Context: an optimization exercise on an open-source flow, tuned for small area, a short achievable clock period and few clock cycles. The choices shown serve that exercise and are no tape-out recipe.
In this exercise RTL edits were held to simulation tests only and were not proved equivalent to the original.

## ptvr_rast
module ptvr_rast (
    input  wire        clk,
    input  wire        rst,
    input  wire        host_valid,
    input  wire        host_write,
    input  wire [3:0]  host_addr,
    input  wire [31:0] host_wdata,
    output wire        host_ready,
    output reg  [31:0] host_rdata,
    output reg         mem_valid,
    output reg         mem_write,
    output wire [31:0] mem_addr,
    output reg  [31:0] mem_wdata,
    input  wire        mem_ready,
    input  wire [31:0] mem_rdata
);
Size in the first run: roughly 1,800 flip-flops, ~170 I/O pins.
export LEC_CHECK = 0
export ABC_AREA = 1
export CAP_MARGIN = 20
export CORE_MARGIN = 2
export CORE_UTILIZATION = 55
export CTS_BUF_LIST = sky130_fd_sc_hd__clkbuf_8
export SLEW_MARGIN = 20
create_clock -name core_clock -period 30.0 [get_ports {clk}]
run.sh (not shown) runs the stock make flow with config.mk's settings and CLKGATE_MAP_FILE= SYNTH_SCRIPT=/design/flow/synth_recipe.tcl, a recipe that flattens the netlist after the stock synthesis.
Testbench counts at the start, summed over its fixed seeds: cycles 187,993.
Then changed:
--- a/flow/design.v
+++ b/flow/design.v
@@ -219,17 +219,17 @@
     input  wire        host_valid,
     input  wire        host_write,
     input  wire [3:0]  host_addr,
     input  wire [31:0] host_wdata,
     output wire        host_ready,
     output reg  [31:0] host_rdata,
     output reg         mem_valid,
     output reg         mem_write,
-    output wire [31:0] mem_addr,
+    output reg  [31:0] mem_addr,
     output reg  [31:0] mem_wdata,
     input  wire        mem_ready,
     input  wire [31:0] mem_rdata
 );
     localparam VTX_MAX = 16;
     localparam A_CMD = 4'd0, A_STATUS = 4'd1, A_FB = 4'd2, A_COLOR = 4'd3,
                A_ARG0 = 4'd4, A_ARG1 = 4'd5, A_ARG2 = 4'd6, A_NVERT = 4'd7,
                A_GW = 4'd8, A_GH = 4'd9, A_GS = 4'd10, A_CAP = 4'd11;
@@ -424,59 +424,56 @@
     wire [9:0]  sp_c1  = fillsp ? rnd_x(xl) : clamp_x(arg1);
     wire [9:0]  sp_c2  = fillsp ? rnd_x(xr) : clamp_x(arg2);
     wire        sp_yok = (sp_y[31:8] == 24'd0) && (sp_y[7:0] < 8'd240);
     wire [8:0]  sp_x1  = sp_c1[9] ? 9'd0 : sp_c1[8:0];
     wire [8:0]  sp_x2  = sp_c2[8:0];
     wire        sp_go  = sp_yok && !sp_c2[9] && !(sp_c1 >= 10'd400 && !sp_c1[9]) && (sp_x1 < sp_x2);
     wire [8:0]  sp_x2m1 = sp_x2 - 9'd1;
     wire        push = (gs == G_ROW2) || (gs == G_DSPAN);
-    reg  [7:0]  w_y;       
-    reg  [3:0]  w_k;       
     reg  [3:0]  w_n;       
     reg  [4:0]  w_lo;
     reg  [4:0]  w_hm1;
     function [31:0] mk_mask(input [4:0] lo, input [4:0] hm1);
         reg [31:0] ml;
         begin
             ml = (32'hFFFFFFFF >> lo) & (32'hFFFFFFFF << (5'd31 - hm1));
             mk_mask = {ml[7:0], ml[15:8], ml[23:16], ml[31:24]};
         end
     endfunction
     wire [31:0] cur_mask = mk_mask(w_lo, (w_n == 4'd0) ? w_hm1 : 5'd31);
     wire        w_last   = (w_n == 4'd0);
     wire        w_end    = mem_valid && mem_write && mem_ready && w_last;
     wire        w_load   = q_v && (!mem_valid || w_end);
     wire        q_full0  = (q_lo == 5'd0) && (q_n != 4'd0 || q_hm1 == 5'd31);
     wire        n_full   = (w_n != 4'd1) || (w_hm1 == 5'd31);
-    wire [13:0] w_r52    = {1'b0, w_y, 5'd0} + {2'b0, w_y, 4'd0} + {4'b0, w_y, 2'd0};
-    assign      mem_addr = fb_base + {18'd0, w_r52} + {26'd0, w_k, 2'b00};
+    wire [13:0] q_r52    = {1'b0, q_y, 5'd0} + {2'b0, q_y, 4'd0} + {4'b0, q_y, 2'd0};
+    wire [31:0] q_addr   = fb_base + {18'd0, q_r52} + {26'd0, q_k, 2'b00};
     always @(posedge clk) begin
         if (rst) begin
             mem_valid <= 1'b0;
             mem_write <= 1'b0;
         end else begin
             if (w_load) begin
                 mem_valid <= 1'b1;
-                w_y       <= q_y;
-                w_k       <= q_k;
+                mem_addr  <= q_addr;
                 w_n       <= q_n;
                 w_lo      <= q_lo;
                 w_hm1     <= q_hm1;
                 mem_write <= q_full0;
                 mem_wdata <= color;
             end else if (mem_valid && mem_ready) begin
                 if (!mem_write) begin
                     mem_write <= 1'b1;
                     mem_wdata <= (mem_rdata & ~cur_mask) | (color & cur_mask);
                 end else if (w_last) begin
                     mem_valid <= 1'b0;
                     mem_write <= 1'b0;
                 end else begin
-                    w_k       <= w_k + 4'd1;
+                    mem_addr  <= mem_addr + 32'd4;
                     w_n       <= w_n - 4'd1;
                     w_lo      <= 5'd0;
                     mem_write <= n_full;
                     mem_wdata <= color;
                 end
             end
         end
     end
Outcome: The new run produced a clean layout; setup slack gets worse by 0.060 ns; critical path depth came out lower by 2; utilization is about the same; routed wire length came out higher slightly; clock-buffer cell count came out higher by 8; register-to-register slack gets better by 0.28 ns; synthesized cell count came out higher by a few percent; die area came out higher slightly; synthesized area came out higher slightly.
Testbench counts after the change, summed over its fixed seeds: cycles 187,993.

[afterwards: timing with drivers on the ports]
The results above use ideal ports. As a check the final layouts listed here were re-extracted and re-timed, cells and wires unchanged. Step 1: set_driving_cell puts a clkbuf_16 on clk and a buf_2 on each other input, an assumption about the parent block. Step 2 adds t to the input delays and takes it off the output delays; t is the mean of the earliest and latest rising clock arrival at the registers after step 1. Input paths then give back, and output paths get back, about the clock's delay inside the block. Slacks: ideal ports / drivers / drivers and shift; pairs: ideal ports / drivers.
run	shift t [ns]	setup slack, ns	worst setup path at the end	worst register clock-pin slew, ns
the first run	1.075	14.719 / 14.685 / 14.685	input to output	0.08 / 0.08
the second run	1.061	14.659 / 14.614 / 14.614	input to output	0.07 / 0.07
After both steps every run listed still meets setup and hold. For the second run, which loses most, drivers alone change the setup slack by -0.045 ns; drivers and shift together by -0.045 ns.
